From an optimization exercise on the open Yosys and OpenROAD flow, aimed at small area; shortcuts taken in it are not production practice.
In this exercise RTL edits were held to simulation tests only and were not proved equivalent to the original.
The clock port is modelled as an ideal driver; clocking choices that lean on that would not hold on a real chip.
No activity file was given, so power comes from the tool's default toggle rates.

==> inputs of build 32 <==
Design relay_codec, start of the top module:
module relay_codec (
    input  wire        clk,
    input  wire        rst,
    input  wire [7:0]  dev_addr,
    input  wire        enabled,
    input  wire        cmd_valid,
    output wire        cmd_ready,
    input  wire [2:0]  cmd_op,
    input  wire [15:0] cmd_start,
    input  wire [15:0] cmd_count,
    input  wire [3:0]  cmd_channel,
    input  wire        cmd_on,
    input  wire [7:0]  cmd_states,
    input  wire [3:0]  cmd_states_len,
    input  wire        cmd_open_ok,
    output wire        tx_valid,
    output wire [7:0]  tx_data,
    input  wire        tx_ready,
    input  wire        tx_timeout,
    input  wire        rx_valid,
    input  wire [7:0]  rx_data,
    input  wire        rx_timeout,
    input  wire        io_fault,
    output wire        res_valid,
    input  wire        res_ready,
    output wire [2:0]  res_kind,
    output wire [2:0]  res_sub,
    output wire [8:0]  res_count,
    output wire [7:0]  res_code,
    output wire [7:0]  res_fc,
    output wire        coil_valid,
    input  wire        coil_ready,
    output wire [7:0]  coil_data,
    output wire        coil_last
);
==> flow/config.mk <==
export PLATFORM = sky130hd
export DESIGN_NAME = relay_codec
export DESIGN_NICKNAME = relay_codec
export VERILOG_FILES = /design/flow/design.v
export SDC_FILE = /design/flow/constraint.sdc
export NUM_CORES = 4
export LEC_CHECK = 0
export CAP_MARGIN = 20
export CORE_MARGIN = 2
export CORE_UTILIZATION = 70
export PLACE_DENSITY = 0.8
export SLEW_MARGIN = 20
==> flow/constraint.sdc <==
create_clock -name core_clock -period 10.0 [get_ports {clk}]
set_input_delay 2.0000 -clock core_clock [delete_from_list [all_inputs] [get_ports {clk}]]
set_output_delay 2.0000 -clock core_clock [all_outputs]
set_load 0.01 [all_outputs]
standard.sh (not shown) runs the stock make flow with config.mk's settings and CLKGATE_MAP_FILE= SYNTH_SCRIPT=/design/flow/synth_recipe.tcl, a recipe that flattens the netlist after the stock synthesis.
==> flow/flow/run.sh <==
#!/bin/bash
# Standard ORFS layout (standard.sh) with two changes that only affect how the
# layout is built:
#  - clock tree: larger sink clusters driven by clkbuf_16 and no dummy loads
#    (the default tree balances with ~150 dummy cells)
#  - port buffers: the smallest buffer cell instead of clkdlybuf4s50_1
# Everything else (synthesis, floorplan, tap cells, power grid, placement,
# routing, finishing) is the standard flow.  make's full output goes to
# standard.log; ORFS keeps each step's tool log under orfs/logs/.
set -euo pipefail
export CTS_ARGS="-sink_clustering_enable -repair_clock_nets -dont_use_dummy_load -sink_clustering_size 22 -sink_clustering_max_diameter 60 -buf_list sky130_fd_sc_hd__clkbuf_16"
export BUFFER_PORTS_ARGS="-buffer_cell sky130_fd_sc_hd__buf_1"
bash standard.sh finish > standard.log 2>&1
==> build 33 (differences from build 32) <==
--- a/flow/design.v
+++ b/flow/design.v
@@ -87,14 +87,17 @@
     reg  [2:0]  r_sub;
     reg  [8*NL-1:0] ring [0:NR-1];
     reg  [3:0]  phase;
     reg  [3:0]  m_lo;
     reg  [4:0]  m_hi;
     reg  [7:0]  hold0, hold1;
     reg         hv0, hv1;
+    reg  [7:0]  cout;
+    reg         cov;
+    reg         clast;
     wire        bad_count   = (cmd_count == 16'd0) || (cmd_count > 16'd2000);
     wire        bad_channel = (cmd_channel == 4'd0) || (cmd_channel > 4'd8);
     wire        bad_len     = (cmd_states_len != 4'd8);
     wire [2:0]  chan_index  = cmd_channel[2:0] - 3'd1;
     wire        is_read = (fk == F_READ);
     wire        is_chan = (fk == F_CHAN);
     wire        is_all  = (fk == F_ALL);
@@ -135,15 +138,15 @@
     wire        at_lane = (phase == m_lo);
     wire        coils   = (r_kind == K_OK) && is_read;
     wire        capture = (state == S_RX) && rx_valid && !io_fault && !rx_timeout &&
                           (cnt >= 9'd3);
     wire        push    = at_lane && !m_full &&
                           (((state == S_RX) && hv0) || (state == S_RES));
     wire        pop     = (state == S_COIL) && at_lane && (b2 != 8'd0) &&
-                          (!hv0 || coil_ready);
+                          (!cov || coil_ready);
     wire        shift   = push || pop;
     wire [7:0]  exit_b  = ring[NR-1][8*NL-1 -: 8];
     wire [7:0]  tail_mask = (qty[2:0] == 3'd0) ? 8'hFF : ((8'h01 << qty[2:0]) - 8'h01);
     integer r;
     always @(posedge clk) begin
         ring[0] <= {ring[0][8*NL-9:0], shift ? hold0 : ring[0][8*NL-1 -: 8]};
         for (r = 1; r < NR; r = r + 1)
@@ -159,45 +162,40 @@
     assign res_valid  = (state == S_RES) && !(coils && !m_full);
     assign res_kind   = r_kind;
     assign res_sub    = r_sub;
     assign res_count  = cnt;
     wire        exc_res = (r_kind == K_PROTOCOL) && (r_sub == 3'd5);
     assign res_code   = exc_res ? b2 : 8'h00;
     assign res_fc     = exc_res ? {1'b1, fc7} : 8'h00;
-    assign coil_valid = (state == S_COIL) && hv0;
-    assign coil_data  = hold0;
-    assign coil_last  = (b2 == 8'd0);
+    assign coil_valid = cov;
+    assign coil_data  = cout;
+    assign coil_last  = clast;
     always @(posedge clk) begin
         if (rst) begin
             state     <= S_IDLE;
             port_open <= 1'b0;
             disposed  <= 1'b0;
             r_kind    <= K_OK;
             r_sub     <= 3'd0;
             fk        <= F_NONE;
             cnt       <= 9'd0;
             hv0       <= 1'b0;
             hv1       <= 1'b0;
+            cov       <= 1'b0;
             m_lo      <= 4'd0;
             m_hi      <= 5'd0;
         end else begin
             if (shift) begin
                 if (m_lo == NL - 1) begin
                     m_lo <= 4'd0;
                     m_hi <= m_hi + 5'd1;
                 end else
                     m_lo <= m_lo + 4'd1;
             end
-            if (state == S_COIL) begin
-                if (pop) begin
-                    hold0 <= exit_b & ((b2 == 8'd1) ? tail_mask : 8'hFF);
-                    hv0   <= 1'b1;
-                end else if (coil_ready)
-                    hv0   <= 1'b0;
-            end else if (push && hv0) begin
+            if (push && hv0) begin
                 hold0 <= hv1 ? hold1 : rx_data;
                 hv0   <= hv1 || capture;
                 hold1 <= rx_data;
                 hv1   <= hv1 && capture;
             end else if (capture) begin
                 if (!hv0) begin
                     hold0 <= rx_data;
@@ -317,22 +315,27 @@
                 end
             end
             S_RES: begin
                 if (res_valid && res_ready) begin
                     m_lo  <= 4'd0;
                     m_hi  <= 5'd0;
                     cnt   <= 9'd0;
-                    hv0   <= 1'b0;
                     state <= coils ? S_COIL : S_IDLE;
                 end
             end
             S_COIL: begin
-                if (pop)
-                    b2 <= b2 - 8'd1;
-                if (coil_ready && hv0 && b2 == 8'd0)
+                if (pop) begin
+                    cout  <= exit_b & ((b2 == 8'd1) ? tail_mask : 8'hFF);
+                    clast <= (b2 == 8'd1);
+                    cov   <= 1'b1;
+                    b2    <= b2 - 8'd1;
+                end else if (coil_ready && cov) begin
+                    cov <= 1'b0;
+                end
+                if (coil_ready && cov && clast)
                     state <= S_IDLE;
             end
             default: state <= S_IDLE;
             endcase
         end
     end
 endmodule
==> flow/run.sh (new file) <==
#!/bin/bash
# synth_recipe.tcl (not shown) runs the flow's synth.tcl, then flattens the netlist and writes it again
# the make line also repeats each setting of config.mk as NAME=value (left out here)
make -C /OpenROAD-flow-scripts/flow DESIGN_CONFIG=/design/flow/config.mk WORK_HOME=/design/flow/orfs CLKGATE_MAP_FILE= SYNTH_SCRIPT=/design/flow/synth_recipe.tcl finish
Settings changed: CORE_UTILIZATION 70 to 40, PLACE_DENSITY 0.8 to 0.6.
removed: flow/flow/run.sh
removed: flow/standard.sh
==> comparison <==
- Between build 33 and build 32, the lower final cell count is in build 32 (gap about 22%, measured against build 32).
- In build 32 the clock-buffer cell count is lower than in build 33, by 149.
- Between build 33 and build 32, the lower sequential power is in build 32 (gap about 2%, measured against build 32).
- In build 33 the synthesized cell count is higher than in build 32, by 0.54%.
- Of build 33 and build 32, build 33 has the higher combinational power (gap 2.7%, measured against build 32).
- In build 33 the power is higher than in build 32, by about 22%.
- Of build 33 and build 32, build 32 has the higher register-to-register slack (gap 0.35 ns).
- Of build 33 and build 32, build 33 has the higher sequential cell count (gap 10).
- Of build 32 and build 33, build 33 has the higher synthesized area (gap 0.46%, measured against build 33).
==> figures <==
| quantity | build 32 | build 33 |
|---|---|---|
| Area share of and/or/nand/nor cells after synthesis | 4.18% | 4.03% |
| Total number of sequential cells | 2107 | 2117 |
| Worst slew slack as a fraction of its limit | 27.2% | 26.0% |
| Post-route worst hold slack | 0.291 ns | 0.303 ns |
| Initial standard-cell utilization of the core | 70.6% | 40.3% |
| Router iterations before antenna repair | 6 | 7 |
| Count of filler cells inserted in the layout | 3690 | 10713 |
| Cell with the largest stage delay on the worst path | sky130_fd_sc_hd__dfxtp_1 | sky130_fd_sc_hd__or2_1 |
| Met1 Usage GRT | 38.7% | 16.0% |
| Mux cell area share after synthesis | 4.88% | 5.00% |
| Diode insertion count for antenna repair | 0 | 3 |
| Chip width | 272 um | 360 um |
| Outcome | no timing/DRC/antenna violations | no timing/DRC/antenna violations |
| Global routing usage summed across all routing layers | 27.9% | 11.7% |
| Antenna violations before repair | 5 | 3 |
| M1 WL | 44.7 mm | 37.3 mm |
| Fraction of layout cells with a size suffix above 1 | 10.8% | 15.3% |
| DR iter-0 viols | 1931 | 1352 |
| Register area | 42900 um^2 | 43200 um^2 |
| Hold path start | ring[9][63] | ring[0][64] |

* * *

==> inputs of run B <==
relay_codec, a different RTL version from the one above (not shown whole).
Settings: LEC_CHECK=0, CAP_MARGIN=20, CORE_MARGIN=2, CORE_UTILIZATION=70, PLACE_DENSITY=0.8, SLEW_MARGIN=20; clock period 10.0 ns.
==> flow/flow/run.sh <==
#!/bin/bash
# Standard ORFS layout (standard.sh) with two changes that only affect how the
# layout is built:
#  - clock tree: sink clusters of up to 28 flip-flops, each driven by a
#    buf_12, and no dummy loads (the default tree balances with ~150 dummy
#    cells and uses clkbuf_16 for clusters of about 15)
#  - port buffers: the smallest buffer cell instead of clkdlybuf4s50_1
# Everything else (synthesis, floorplan, tap cells, power grid, placement,
# routing, finishing) is the standard flow.  make's full output goes to
# standard.log; ORFS keeps each step's tool log under orfs/logs/.
set -euo pipefail
export CTS_ARGS="-sink_clustering_enable -repair_clock_nets -dont_use_dummy_load -sink_clustering_size 28 -sink_clustering_max_diameter 60 -buf_list sky130_fd_sc_hd__buf_12"
export BUFFER_PORTS_ARGS="-buffer_cell sky130_fd_sc_hd__buf_1"
bash standard.sh finish > standard.log 2>&1
==> run D (differences from run B) <==
--- a/flow/design.v
+++ b/flow/design.v
@@ -129,15 +129,15 @@
         .crc_in (crc),
         .data   ((state == S_TX) ? tx_byte : rx_data),
         .crc_out(crc_next)
     );
     wire [8:0]  rx_n    = cnt + 9'd1;
     wire        exc_now = (cnt == 9'd1) ? rx_data[7] : exc;
-    wire        rx_done = exc_now ? (rx_n == 9'd5) :
-                          !is_read ? (rx_n == 9'd8) :
-                          (rx_n == 9'd5 + {1'b0, b2});
+    wire        rx_done = exc_now ? (cnt == 9'd4) :
+                          !is_read ? (cnt == 9'd7) :
+                          (cnt == {1'b0, b2} + 9'd4);
     wire [7:0]  want_bc = qty[10:3] + {7'd0, qty[2:0] != 3'd0};
     wire        crc_ok  = (crc_next == 16'h0000);
     wire        coils   = (r_kind == K_OK) && is_read;
     wire        m_full  = (m_hi == NR);
     wire        capture = (state == S_RX) && rx_valid && !io_fault && !rx_timeout &&
                           (cnt >= 9'd3);
==> flow/flow/run.sh (replaced) <==
#!/bin/bash
set -euo pipefail
export BUFFER_PORTS_ARGS="-buffer_cell sky130_fd_sc_hd__buf_1"
RES=orfs/results/sky130hd/relay_codec/base
LOGS=orfs/logs/sky130hd/relay_codec/base
base="-sink_clustering_enable -repair_clock_nets -dont_use_dummy_load -buf_list sky130_fd_sc_hd__buf_12"
tries=(
  "-sink_clustering_size 28 -sink_clustering_max_diameter 60"
  "-sink_clustering_size 32 -sink_clustering_max_diameter 60"
  "-sink_clustering_size 30 -sink_clustering_max_diameter 50"
  "-sink_clustering_size 26 -sink_clustering_max_diameter 70"
  "-sink_clustering_size 28 -sink_clustering_max_diameter 50"
  "-sink_clustering_size 24 -sink_clustering_max_diameter 60"
  "-sink_clustering_size 26 -sink_clustering_max_diameter 50"
  "-sink_clustering_size 28 -sink_clustering_max_diameter 45"
  "-sink_clustering_size 22 -sink_clustering_max_diameter 60"
  "-sink_clustering_size 20 -sink_clustering_max_diameter 40"
)
best=""
best_area=""
i=0
for t in "${tries[@]}"; do
  i=$((i + 1))
  rm -f $RES/4_* $LOGS/4_*
  export CTS_ARGS="$base $t"
  echo "CTS try $i: $CTS_ARGS" >> cts_tries.log
  if ! bash standard.sh cts > standard_cts_$i.log 2>&1; then
    echo "  failed" >> cts_tries.log
    continue
  fi
  CTS_ODB=$RES/4_cts.odb CTS_SDC=$RES/4_cts.sdc SLEW_OUT=slew_$i.txt \
    openroad -no_init -exit flow/clk_slew.tcl > slew_$i.log 2>&1 || continue
  read -r s a < slew_$i.txt
  echo "  largest clock pin slew $s ns, cell area $a um2" >> cts_tries.log
  if awk -v s="$s" -v a="$a" -v b="${best_area:-1e99}" 'BEGIN { exit !(s <= 0.120 && a < b) }'; then
    best=$i
    best_area=$a
    rm -rf keep
    mkdir -p keep/res keep/logs
    cp $RES/4_* keep/res/
    cp $LOGS/4_* keep/logs/
  fi
done
rm -f $RES/4_* $LOGS/4_*
if [[ -n "$best" ]]; then
  echo "kept try $best" >> cts_tries.log
  cp keep/res/* $RES/
  cp keep/logs/* $LOGS/
else
  echo "none qualified: ORFS default CTS" >> cts_tries.log
  unset CTS_ARGS
  bash standard.sh cts > standard_cts_default.log 2>&1
fi
bash standard.sh finish > standard.log 2>&1
==> flow/flow/clk_slew.tcl (new file) <==
# After CTS: the largest slew at a flip-flop clock pin (ns, with placement
# parasitics) and the total cell area (um2), written to the file named by
# SLEW_OUT as "slew area".
set plat $::env(FLOW_HOME)/platforms/sky130hd
read_lef $plat/lef/sky130_fd_sc_hd.tlef
read_lef $plat/lef/sky130_fd_sc_hd_merged.lef
read_liberty $plat/lib/sky130_fd_sc_hd__tt_025C_1v80.lib
read_db $::env(CTS_ODB)
read_sdc $::env(CTS_SDC)
source $plat/setRC.tcl
estimate_parasitics -placement
set mx 0
foreach pin [get_pins -hierarchical */CLK] {
  set s [get_property $pin slew_max]
  if {$s > $mx} { set mx $s }
}
set area 0
foreach inst [[ord::get_db_block] getInsts] {
  set m [$inst getMaster]
  set area [expr {$area + [$m getWidth] * [$m getHeight] / 1e6}]
}
puts "largest clock pin slew: $mx ns, cell area: $area um2"
set f [open $::env(SLEW_OUT) w]
puts $f "$mx $area"
close $f
==> run Z (differences from run B) <==
--- a/flow/design.v
+++ b/flow/design.v
@@ -73,29 +73,27 @@
     localparam NL = 10;
     localparam NR = 25;
     reg  [2:0]  state,     state_n;
     reg         port_open, port_open_n;
     reg         disposed,  disposed_n;
     reg  [1:0]  fk,        fk_n;       
-    reg  [15:0] q,         q_n;
+    reg  [15:0] rq_a,      rq_a_n;     
     reg  [10:0] qty,       qty_n;      
     reg  [8:0]  cnt,       cnt_n;      
     reg  [15:0] crc,       crc_n;
     reg         addr_ok,   addr_ok_n;
     reg         exc,       exc_n;
     reg         fc_eq,     fc_eq_n;
     reg  [7:0]  b2,        b2_n;       
     reg  [2:0]  r_kind,    r_kind_n;
     reg  [2:0]  r_sub,     r_sub_n;
     reg  [3:0]  phase;
-    wire [15:0] rq_a  = q;
-    wire [7:0]  hold0 = q[7:0];
-    wire [7:0]  hold1 = q[15:8];
-    reg  [7:0]  hold0_n, hold1_n;
     reg  [3:0]  m_lo,      m_lo_n;
     reg  [4:0]  m_hi,      m_hi_n;
+    reg  [7:0]  hold0,     hold0_n;
+    reg  [7:0]  hold1,     hold1_n;
     reg         hv0,       hv0_n;
     reg         hv1,       hv1_n;
     reg         sh, nsh;               
     reg  [8*NL-1:0] ring [0:NR-1];
     wire        bad_count   = (cmd_count == 16'd0) || (cmd_count > 16'd2000);
     wire        bad_channel = (cmd_channel == 4'd0) || (cmd_channel > 4'd8);
@@ -165,12 +163,13 @@
     assign coil_last  = (b2 == 8'd0);
     always @(*) begin
         state_n     = state;
         port_open_n = port_open;
         disposed_n  = disposed;
         fk_n        = fk;
+        rq_a_n      = rq_a;
         qty_n       = qty;
         cnt_n       = cnt;
         crc_n       = crc;
         addr_ok_n   = addr_ok;
         exc_n       = exc;
         fc_eq_n     = fc_eq;
@@ -178,13 +177,12 @@
         r_kind_n    = r_kind;
         r_sub_n     = r_sub;
         m_lo_n      = m_lo;
         m_hi_n      = m_hi;
         hold0_n     = hold0;
         hold1_n     = hold1;
-        q_n         = q;
         hv0_n       = hv0;
         hv1_n       = hv1;
         if (sh) begin
             if (m_lo == NL - 1) begin
                 m_lo_n = 4'd0;
                 m_hi_n = m_hi + 5'd1;
@@ -243,28 +241,28 @@
                     port_open_n = 1'b1;
                     crc_n       = 16'hFFFF;
                     state_n     = S_TX;
                     case (cmd_op)
                     OP_READ_COILS: begin
                         fk_n   = F_READ;
-                        q_n = cmd_start;
+                        rq_a_n = cmd_start;
                         qty_n  = cmd_count[10:0];
                     end
                     OP_READ_ALL: begin
                         fk_n   = F_READ;
-                        q_n = 16'h0000;
+                        rq_a_n = 16'h0000;
                         qty_n  = 11'd8;
                     end
                     OP_SET_CHANNEL: begin
                         fk_n   = F_CHAN;
-                        q_n = {{8{cmd_on}}, 5'd0, chan_index};
+                        rq_a_n = {{8{cmd_on}}, 5'd0, chan_index};
                         qty_n  = 11'd0;
                     end
                     default: begin  
                         fk_n   = F_ALL;
-                        q_n = {cmd_states, 8'h00};
+                        rq_a_n = {cmd_states, 8'h00};
                         qty_n  = 11'd8;
                     end
                     endcase
                 end
             end
         end
@@ -338,14 +336,12 @@
         S_COIL: begin
             if (coil_ready && hv0 && b2 == 8'd0)
                 state_n = S_IDLE;
         end
         default: state_n = S_IDLE;
         endcase
-        if (state != S_IDLE && state != S_TX)
-            q_n = {hold1_n, hold0_n};
     end
     wire        lane_n = (phase_n == m_lo_n);
     wire        sh_n   = lane_n &&
                          (((m_hi_n != NR) &&
                            (((state_n == S_RX) && hv0_n) || (state_n == S_ALIGN))) ||
                           ((state_n == S_COIL) && !hv0_n && (b2_n != 8'd0)));
@@ -378,15 +374,17 @@
             m_lo      <= m_lo_n;
             m_hi      <= m_hi_n;
             phase     <= phase_n;
             sh        <= sh_n;
             nsh       <= !sh_n;
         end
-        q       <= q_n;
+        rq_a    <= rq_a_n;
         qty     <= qty_n;
         crc     <= crc_n;
         addr_ok <= addr_ok_n;
         exc     <= exc_n;
         fc_eq   <= fc_eq_n;
         b2      <= b2_n;
+        hold0   <= hold0_n;
+        hold1   <= hold1_n;
     end
 endmodule
==> flow/flow/run.sh (replaced) <==
#!/bin/bash
# Standard ORFS layout (standard.sh) with two changes that only affect how the
# layout is built:
#  - clock tree: larger sink clusters driven by clkbuf_16 and no dummy loads
#    (the default tree balances with ~150 dummy cells)
#  - port buffers: the smallest buffer cell instead of clkdlybuf4s50_1
# Everything else (synthesis, floorplan, tap cells, power grid, placement,
# routing, finishing) is the standard flow.  make's full output goes to
# standard.log; ORFS keeps each step's tool log under orfs/logs/.
set -euo pipefail
export CTS_ARGS="-sink_clustering_enable -repair_clock_nets -dont_use_dummy_load -sink_clustering_size 28 -sink_clustering_max_diameter 60 -buf_list sky130_fd_sc_hd__clkbuf_16"
export BUFFER_PORTS_ARGS="-buffer_cell sky130_fd_sc_hd__buf_1"
bash standard.sh finish > standard.log 2>&1
==> results.toml <==
[status]
outcome = "no timing/DRC/antenna violations"

[routing]
drt_pass1_iterations = 6
routed_via_density = 5.46

[floorplan]
die_area_um2 = 73000

[placed_design]
place_worst_setup_slack_ns = 3.51

[global_route]
met1_track_usage_gr = 0.365
grt_first_pass_wirelength_um = 155000

[setup_path]
reg2regPathDepth = 19
worst-path-stages = 19
cell_family_contributing_the_most_delay_on_the_critical_path = "compound AO/OA/AOI/OAI gates"

[pwr]
static-leakage-power_uw = 0.0206
power_sequential_uw = 8530

[sta]
max_freq_ghz = 0.160
[end of results for run D]
==> results.toml <==
[status]
outcome = "no timing/DRC/antenna violations"

[setup_path]
reg2regPathDepth = 19
cell_family_contributing_the_most_delay_on_the_critical_path = "compound AO/OA/AOI/OAI gates"
worst-path-stages = 19

[floorplan]
die_area_um2 = 73800

[routing]
routed_via_density = 5.38
drt_pass1_iterations = 5

[pwr]
power_sequential_uw = 8550

[placed_design]
place_worst_setup_slack_ns = 2.70
[end of results for run Z]
==> results.toml <==
[global_route]
met1_track_usage_gr = 0.382
grt_first_pass_wirelength_um = 165000

[setup_path]
reg2regPathDepth = 20
r2r_end = "r_sub[1]"
cell_family_contributing_the_most_delay_on_the_critical_path = "simple AND/OR/NAND/NOR gates"
worst-path-stages = 20

[routing]
routed_via_density = 5.53
drt_pass1_iterations = 8

[sta]
max_freq_ghz = 0.137

[floorplan]
die_area_um2 = 73100

[final_layout]
inverters_excl_clock = 38

[status]
outcome = "no timing/DRC/antenna violations"
[end of results for run B]

[static timing again, ports no longer ideal]
The results above use ideal ports. As a check the final layouts listed here were re-extracted and re-timed, cells and wires unchanged. Step 1, drivers: a clkbuf_16 drives clk and a buf_2 each remaining input, both assumed. Step 2 adds t to the input delays and takes it off the output delays; t is the mean of the earliest and latest rising clock arrival at the registers after step 1. Input paths then give back, and output paths get back, about the clock's delay inside the block. Slacks: ideal / step 1 / step 2; pairs: ideal / step 1.
run | t, ns | slack for setup (ns) | latest minus earliest clock arrival (ns) | worst register clock-pin slew, ns
build 32 | 0.716 | 4.024 / 3.955 / 3.622 | 0.123 / 0.123 | 0.09 / 0.09
build 33 | 0.821 | 3.740 / 3.667 / 3.153 | 0.045 / 0.045 | 0.07 / 0.07
run B | 0.662 | 2.715 / 2.715 / 2.433 | 0.141 / 0.140 | 0.12 / 0.12
run D | 0.656 | 3.737 / 3.737 / 3.401 | 0.117 / 0.117 | 0.10 / 0.10
run Z | 0.696 | 3.166 / 3.166 / 2.558 | 0.114 / 0.114 | 0.11 / 0.11
After both steps every run listed still meets setup and hold. The setup slack of run Z, which loses most, moves by 0.000 ns with the drivers and by -0.608 ns with both steps.
